From an optimization exercise on the open Yosys and OpenROAD flow, aimed at small area, a short achievable clock period and few clock cycles per item; shortcuts taken in it are not production practice.
In this exercise RTL edits were held to simulation tests only and were not proved equivalent to the original.
Power and IR drop assume default switching activity.

Design gp_core, start of the top module:
module gp_core (
    input  wire        clk,
    input  wire        rst,           
    input  wire        cmd_valid,
    output wire        cmd_ready,
    input  wire [31:0] cmd,
    input  wire [63:0] d,
    input  wire        alias_b_last,  
    output reg         rsp_valid,
    output reg  [63:0] q,
    output reg  [2:0]  err
);
    localparam [2:0] E_NONE  = 3'd0, E_FIELD = 3'd1, E_DIV0 = 3'd2,
                     E_OVFL  = 3'd3, E_UNFL  = 3'd4, E_ILLEGAL = 3'd5;
    reg [63:0] x0, x1, x2, x3;    
    reg [31:0] sw;                
    reg        zn_pend;           
    reg [1:0]  zn_idx;
    reg [31:0] ptr0, ptr1, cnt0, cnt1, pc, sb;
    reg [15:0] ofs0, ofs1, ix0, ix1, ixs0, ixs1, cnts0, cnts1, sp;
    reg [7:0]  mem0, mem1, mem2, mem3, mem4, mem5, mem6, mem7,
               mem8, mem9, mem10, mem11, mem12, mem13, mem14, mem15;
    reg [4:0]  sfree;             
    wire [1:0] sw_os = sw[19:18];
    reg        rdy;
    reg        s1_v;
    reg [7:0]  s1_op;
    reg [1:0]  s1_ra, s1_rb, s1_ci, s1_wf;
    reg [3:0]  s1_f;
    reg [63:0] s1_d;              
    reg        s1_al;
    reg        s1_ill;
    reg        s1_big;            
    reg        s1_gt1, s1_gt3, s1_gt7;
    reg [63:0] a_op;              
    reg [63:0] bx_op;             
    reg        s1_subm;
    reg [3:0]  s1_n;              
    reg        k_add, k_sub, k_logic, k_and, k_or, k_cmp, k_shl, k_shr, k_sar,
  ...
For scale: roughly 11000 cells after synthesis, roughly 1300 flip-flops, roughly 99000 um2 of cells after synthesis.
clock: 11.0 ns
lec_check: 0
cap_margin: 30
core_margin: 2
core_utilization: 35
setup_slack_margin: 5
slew_margin: 20
run.sh (not shown) runs the stock make flow with config.mk's settings and CLKGATE_MAP_FILE= SYNTH_SCRIPT=/design/flow/synth_recipe.tcl, a recipe that flattens the netlist after the stock synthesis.
The first run went through all stages and came out clean.
Testbench counts at the start, summed over its fixed seeds: cycles 23,787, items 16,000.
Next try:
==> flow/flow/run.sh (new file) <==
#!/bin/bash
# Own layout flow: the standard synthesis, then the standard ORFS steps with a
# larger setup margin for timing repair (the SDC and clock period are unchanged).
set -euo pipefail
W="$(pwd)"
MARGIN="$(cat flow/margin.txt)"
bash standard.sh synth > "$W/synth.log" 2>&1
# the same make command and knobs as standard.sh, with SETUP_SLACK_MARGIN raised
KNOBS=$(grep '^make ' standard.sh | sed -e 's/^.*CLKGATE_MAP_FILE= //' -e 's/ "\${@:-finish}"$//' -e 's/SETUP_SLACK_MARGIN=[^ ]*//')
eval make -C "$FLOW_HOME" DESIGN_CONFIG="$W/config.mk" WORK_HOME="$W/orfs" CLKGATE_MAP_FILE= \
    $KNOBS SETUP_SLACK_MARGIN="$MARGIN" finish > "$W/layout.log" 2>&1
R="$W/orfs/results/$FLOW_PLATFORM/gp_core/base"
: # left out here: write the final layout as DEF
==> flow/flow/margin.txt (new file) <==
6.0
==> flow/standard.sh (new file) <==
#!/bin/bash
# synth_recipe.tcl (not shown) runs the flow's synth.tcl, then flattens the netlist and writes it again
# the make line also repeats each setting of config.mk as NAME=value (left out here)
make -C /OpenROAD-flow-scripts/flow DESIGN_CONFIG=/design/flow/config.mk WORK_HOME=/design/flow/orfs CLKGATE_MAP_FILE= SYNTH_SCRIPT=/design/flow/synth_recipe.tcl "${@:-finish}"
- CORE_UTILIZATION: 35 -> 40
- SETUP_SLACK_MARGIN: 5 -> default
removed: flow/run.sh
The changed run finished clean.
Routed wire length stays flat.
Sequential share of layout area falls by 2.0 points.
Synthesized area is unchanged.
Core utilization rises by 9.1 points.
Power rises by a few percent.
Worst setup slack improves by 1000 ps.
Cell count falls slightly.
Critical path depth falls by 1.
Non-clock buffer count rises by 325.

* * *

## fjord
gp_core, a different RTL version from the one above (not shown whole).
Size: ~11000 cells after synthesis, ~170 I/O pins, about 0.10 sq mm of cells after synthesis.
export LEC_CHECK = 0
export CAP_MARGIN = 40
export CORE_MARGIN = 2
export CORE_UTILIZATION = 35
export SLEW_MARGIN = 20
export SYNTH_HIERARCHICAL = 1
create_clock -name core_clock -period 11.0 [get_ports {clk}]
standard.sh (not shown) runs the stock make flow with config.mk's settings and CLKGATE_MAP_FILE= SYNTH_SCRIPT=/design/flow/synth_recipe.tcl, a recipe that flattens the netlist after the stock synthesis.
==> flow/flow/run.sh <==
#!/bin/bash
# Own layout flow: the standard synthesis, then the standard ORFS steps with
# different repair settings (the SDC and clock period are unchanged): a larger
# setup margin for timing repair and the extra ORFS variables in flow/knobs.txt.
set -euo pipefail
W="$(pwd)"
MARGIN="$(cat flow/margin.txt)"
EXTRA="$(cat flow/knobs.txt 2>/dev/null || true)"
bash standard.sh synth > "$W/synth.log" 2>&1
# the same make command and knobs as standard.sh, with SETUP_SLACK_MARGIN raised
KNOBS=$(grep '^make ' standard.sh | sed -e 's/^.*CLKGATE_MAP_FILE= //' -e 's/ "\${@:-finish}"$//' -e 's/SETUP_SLACK_MARGIN=[^ ]*//')
eval make -C "$FLOW_HOME" DESIGN_CONFIG="$W/config.mk" WORK_HOME="$W/orfs" CLKGATE_MAP_FILE= \
    $KNOBS SETUP_SLACK_MARGIN="$MARGIN" $EXTRA finish > "$W/layout.log" 2>&1
R="$W/orfs/results/$FLOW_PLATFORM/gp_core/base"
: # left out here: write the final layout as DEF
==> flow/flow/knobs.txt <==
BUFFER_PORTS_ARGS="-buffer_cell sky130_fd_sc_hd__buf_2"
==> flow/flow/margin.txt <==
6.0
Layout checks on fjord: not met. Flow itself completed; violations: antenna rules.
Testbench counts of fjord, summed over its fixed seeds: cycles 23,831, items 16,000.
diff inputs: fjord => xenon
- changing CORE_UTILIZATION from 35 to 40
--- outcome ---
- xenon | stages: all done | timing, DRC, antenna: all pass
- Diff xenon and fjord: number of standard cells in the final layout excluding fillers higher in fjord
- Die size: xenon is under fjord
- Die width of xenon falls short of that of fjord by a few percent.
- Delta (xenon minus fjord): HPWL after detailed placement down about 1.9%; cell area after layout grew by about 2.3%; synthesized area did not really move; proportion of power drawn by the clock network lost 0.8 points; number of combinational gates with multiple inputs neither gained nor lost much.
Edits applied to the flow inputs when going from xenon to juniper:
- changing CAP_MARGIN from 40 to 30
## What came out
- When juniper is measured against xenon, its maximum frequency turns out about 2.2% lower.
- Against xenon, number of non-clock buffers in juniper fell by more than 10%.
- Diff xenon -> juniper | transition time at the pin with the least slew margin | increase of 0.082 ns
- Of the two candidates, xenon has the better global-route wire length before repair and juniper the worse one.
- Diff xenon..juniper | via count of the first global-routing pass | negligible
- xenon consumes more power than juniper.
- Summary: with xenon as the reference, design area in juniper moved down slightly.
#### Input delta (yarrow over juniper)
- removing SYNTH_HIERARCHICAL (formerly 1)
### Flow results
Delta (yarrow minus juniper): minimum hold slack shows a reduction of 0.026 ns, power shows an increase of about 12%, die area shows a reduction of about 3%, area after synthesis shows a reduction of about 3%.
The following lists how quartz was set up differently from yarrow:
- PLACE_DENSITY: unset -> 0.7
Findings:
All of yarrow and quartz finish clean. yarrow and quartz ended up with nearly the same fmax. Of yarrow and quartz, the lower sequential group power belongs to yarrow. [quartz vs yarrow] total buffers and inverters traversed by the critical path: higher in quartz. Clock network latency to the later pin of the worst-skew pair: quartz vs yarrow up 0.02 ns. Comparing the two runs side by side, quartz comes out ahead of yarrow on worst hold slack.
The following lists how amber was set up differently from quartz:
- removing PLACE_DENSITY (formerly 0.7)
removed: flow/flow/knobs.txt
Diff amber and quartz: count of instances resized after the clock tree is built lower in amber. amber vs. quartz: design area went down by about 1.1%. Across both runs, first-iteration DRC count was lower for amber than for quartz. Between quartz and amber, the cell count went down. STATUS remaining max-slew budget at the tightest pin: amber wins against quartz. Sum of met2 wire segment lengths after detailed routing grows by a few percent when moving from quartz to amber. When amber is set beside quartz, its switching power total turns out to be 0.53% larger.

==> port drivers added, routing unchanged <==
How much do the figures lean on ideal ports? The routed layouts below were timed once more, with nothing changed but the port constraints. Step 1 (the two cells are an assumption about what drives the block):
set clk [get_ports {clk}]
set_driving_cell -lib_cell sky130_fd_sc_hd__clkbuf_16 $clk
set_driving_cell -lib_cell sky130_fd_sc_hd__buf_2 [delete_from_list [all_inputs] $clk]
Step 2, shift: input delay + t, output delay - t, t = (earliest + latest rising clock arrival at the registers) / 2. This alone moves slack from input paths to output paths. Three values: ideal ports, drivers, drivers and shift; two values: the first two.
run | t (ns) | setup WS [ns] | worst setup path at the end | worst slew at a driven data input, ns
the first run of note 1 | 0.982 | 4.595 / 4.595 / 4.386 | input to register | 0.10
the second run of note 1 | 0.966 | 5.601 / 5.601 / 5.113 | input to register | 0.09
fjord | 0.979 | 5.735 / 5.735 / 5.043 | input to register | 0.14
xenon | 0.968 | 5.630 / 5.630 / 5.256 | input to register | 0.12
juniper | 0.965 | 5.509 / 5.509 / 5.310 | input to register | 0.11
yarrow | 0.959 | 5.443 / 5.443 / 5.212 | input to register | 0.07
quartz | 0.958 | 5.439 / 5.439 / 5.041 | input to register | 0.07
amber | 0.947 | 5.416 / 5.416 / 5.162 | input to register | 0.09
For fjord, which loses most, drivers alone change the setup slack by 0.000 ns; drivers and shift together by -0.692 ns.
